Source: an optimization exercise on an open RTL-to-GDS flow (aim: small area). Production flows keep margins and buffers that such runs may drop. At most, simulation tests tie the RTL to the original design; equivalence was not proved. Power figures rest on the tool's default switching activity, not on a simulated workload.

## run A
==> flow/design.v (excerpt) <==
module hacodec (
    input  wire       clk,
    input  wire       rst,
    input  wire       in_valid,
    output wire       in_ready,
    input  wire [7:0] in_data,
    input  wire       in_last,
    output wire       out_valid,
    input  wire       out_ready,
    output reg  [7:0] out_data,
    output wire       out_last
);
    function bcd_ok;
        input [7:0] b;
        bcd_ok = !(b[7] && (b[6] || b[5])) && !(b[3] && (b[2] || b[1]));
    endfunction
    function [11:0] div10;
        input [3:0] c;
        input [7:0] x;
        reg   [4:0] t;
        reg   [3:0] rr;
        reg   [7:0] qq;
        integer     b;
        begin
            rr = c;
            for (b = 7; b >= 0; b = b - 1) begin
                t = {rr, x[b]};
                if (t >= 5'd10) begin
                    qq[b] = 1'b1;
                    rr    = t - 5'd10;
                end else begin
                    qq[b] = 1'b0;
                    rr    = t[3:0];
                end
            end
            div10 = {rr, qq};
        end
    endfunction
    function [11:0] mul10;
        input [3:0] c;
        input [7:0] x;
        mul10 = {1'b0, x, 3'b000} + {3'b000, x, 1'b0} + {8'd0, c};
    endfunction
    reg  [7:0] r [0:19];
    reg  [3:0] pk;                     
    reg        pb;                     
    wire       inB = pb;               
    wire [7:0] cur = r[19];
    wire [7:0] nxt = r[18];
    wire [7:0] nn  = r[17];
    wire [7:0] oth = r[9];             
    reg  [3:0] flen;
    reg        fatal;
    reg  [2:0] err;
    reg        tx;                     
    reg  [2:0] pc;                     
    reg  [3:0] i;                      
    reg  [5:0] op;                     
    reg  [7:0] rem;                    
    reg        ovf;                    
    reg        e_op;                   
    reg        e_ill;                  
  ...
Size: about 200 flip-flops, roughly 24 I/O pins, about 7800 um2 of cells after synthesis.
==> flow/config.mk <==
export PLATFORM = sky130hd
export DESIGN_NAME = hacodec
export DESIGN_NICKNAME = hacodec
export VERILOG_FILES = /design/flow/design.v
export SDC_FILE = /design/flow/constraint.sdc
export NUM_CORES = 4
export LEC_CHECK = 0
export CAP_MARGIN = 5
export CORE_MARGIN = 2
export CORE_UTILIZATION = 55
export GPL_TIMING_DRIVEN = 0
export SLEW_MARGIN = 5
==> flow/constraint.sdc <==
create_clock -name core_clock -period 12.0 [get_ports {clk}]
set_input_delay 2.4000 -clock core_clock [delete_from_list [all_inputs] [get_ports {clk}]]
set_output_delay 2.4000 -clock core_clock [all_outputs]
set_load 0.01 [all_outputs]
standard.sh (not shown) runs the stock make flow with config.mk's settings and CLKGATE_MAP_FILE= SYNTH_SCRIPT=/design/flow/synth_recipe.tcl, a recipe that flattens the netlist after the stock synthesis.
==> flow/flow/run.sh <==
#!/bin/bash
# Own layout flow: the standard flow (standard.sh), except that synthesis maps the
# logic with an area-oriented ABC script (flow/abc.script) and without full-adder
# extraction; the port buffers are the smallest buffer; clock tree synthesis uses
# clkbuf_8 buffers and no dummy loads. Registers and their names are exactly those
# of the standard synthesis.
set -euo pipefail
W=$(cd "$(dirname "${BASH_SOURCE[0]}")/.." && pwd)
cd "$W"
export FLOW_ABC_SCRIPT="$W/flow/abc.script"
cat flow/abc_proc.tcl synth_recipe.tcl > "$W/area_synth.tcl"
bash standard.sh synth SYNTH_SCRIPT="$W/area_synth.tcl" ADDER_MAP_FILE= > "$W/synth.log" 2>&1
bash standard.sh finish SYNTH_SCRIPT="$W/area_synth.tcl" ADDER_MAP_FILE= BUFFER_PORTS_ARGS="-buffer_cell sky130_fd_sc_hd__buf_1" \
  CTS_ARGS="-sink_clustering_enable -repair_clock_nets -dont_use_dummy_load -buf_list sky130_fd_sc_hd__clkbuf_8" \
  > "$W/layout.log" 2>&1
test -f "$W/out/final.def"
==> flow/flow/abc.script <==
strash
dch -f
amap
strash
dch -f
amap
strash
dch -f
amap
strash
dch -f
amap
strash
dch -f
amap -F 2 -A 6
topo
==> flow/flow/abc_proc.tcl <==
# Area-oriented technology mapping: ORFS's synthesis calls abc with its own script;
# this wrapper swaps in flow/abc.script and leaves every other argument as it is.
proc abc {args} {
  set i [lsearch -exact $args -script]
  if {$i >= 0} {
    set args [lreplace $args $i [expr {$i + 1}] -script $::env(FLOW_ABC_SCRIPT)]
  }
  yosys abc {*}$args
}
Run A completed; timing, DRC and antenna clean
The following lists how run B was set up differently from run A:
# run A
export LEC_CHECK = 0
export CAP_MARGIN = 5
export CORE_MARGIN = 2
export CORE_UTILIZATION = 55
export GPL_TIMING_DRIVEN = 0
export SLEW_MARGIN = 5
create_clock -name core_clock -period 12.0 [get_ports {clk}]
# run B
export LEC_CHECK = 0
export CAP_MARGIN = 5
export CORE_MARGIN = 2
export CORE_UTILIZATION = 55
export SLEW_MARGIN = 5
create_clock -name core_clock -period 12.0 [get_ports {clk}]
Results
Run A and run B all finish clean. Global-route usage in run B is 2.0 points higher than in run A. The run showing the smaller total buffers and inverters traversed by the critical path is run A. Where worst setup margin is concerned, run A is outperformed by run B. Diff run A -> run B: met3 layer wire length in the routed design shrank by about 11%, detailed-route wire length per cell grew by 4.6%, highest clock rate grew by 0.012 GHz, sequential share of layout area shrank by 0.28 points, first-iteration DRC count grew by 40. As far as register area goes, run B and run A are indistinguishable; the numbers are identical. Relative to run A, the final critical path time including I/O delays and setup of run B is lower by 1190 ps.
Function was not checked in any run of this note: the RTL went through the layout flow alone.

========
Setup of rev 12:
Another version of the RTL of hacodec (not shown whole).
Size: roughly 24 I/O pins.
==> flow/config.mk <==
export PLATFORM = sky130hd
export DESIGN_NAME = hacodec
export DESIGN_NICKNAME = hacodec
export VERILOG_FILES = /design/flow/design.v
export SDC_FILE = /design/flow/constraint.sdc
export NUM_CORES = 4
export LEC_CHECK = 0
export CAP_MARGIN = 20
export CORE_MARGIN = 2
export CORE_UTILIZATION = 40
export SLEW_MARGIN = 20
==> flow/constraint.sdc <==
create_clock -name core_clock -period 12.0 [get_ports {clk}]
set_input_delay 2.4000 -clock core_clock [delete_from_list [all_inputs] [get_ports {clk}]]
set_output_delay 2.4000 -clock core_clock [all_outputs]
set_load 0.01 [all_outputs]
run.sh (not shown) runs the stock make flow with config.mk's settings and CLKGATE_MAP_FILE= SYNTH_SCRIPT=/design/flow/synth_recipe.tcl, a recipe that flattens the netlist after the stock synthesis.
Stock flow here: none of the scripts above is used.
Edits applied to the flow inputs when going from rev 12 to rev 13:
- ABC_AREA newly set to 1
- CTS_BUF_LIST newly set to sky130_fd_sc_hd__clkbuf_4
### Flow results
- Taking rev 12 as the reference, in rev 13 clock share of power went up 0.9 points; die area went down 1600 um2; post-synthesis cell area went down 5.4%; final wirelength went down about 7%.
- Run comparison: rev 13 launch point of the worst path op[5]; rev 12 launch point of the worst path r[19][1]
- Compared with rev 12, critical path depth in rev 13 increased by more than a quarter.
- Looking at commonest non-fill, non-tap cell in the layout, the sky130_fd_sc_hd__nand2_1 result is from rev 13; the sky130_fd_sc_hd__dfxtp_1 one comes from rev 12.
- The highest-power group comes out registers in one run and combinational logic in the other, namely in rev 13 and rev 12 respectively.
- Rev 12 → rev 13: total of clock buffers placed in the layout increased by 200% relative to the old numbers; internal power has decreased.
- Via count of the first global-routing pass sits higher in rev 13 than in rev 12.
- Worst hold slack: rev 13 vs rev 12 — no meaningful difference

[port drivers added, routing unchanged]
The results above use ideal ports. As a check the final layouts listed here were re-extracted and re-timed, cells and wires unchanged.
Step 1 assumes that a clkbuf_16 drives the clock port and a buf_2 every other input.
Step 2 adds t to the input delays and takes it off the output delays; t is the mean of the earliest and latest rising clock arrival at the registers after step 1. Input paths then give back, and output paths get back, about the clock's delay inside the block.
a / b / c = ideal ports / drivers / drivers and shift; a / b = the first two.
run	shift t [ns]	slack for setup (ns)	worst setup path at the end	worst register clock-pin slew, ns
run A	0.482	1.231 / 1.196 / 1.678	register to output	0.12 / 0.12
run B	0.489	2.419 / 2.419 / 2.419	register to register	0.12 / 0.12
rev 12	0.546	0.775 / 0.732 / 1.278	register to output	0.07 / 0.07
rev 13	0.652	1.838 / 1.801 / 2.453	register to output	0.07 / 0.07
After both steps every run listed still meets setup and hold.
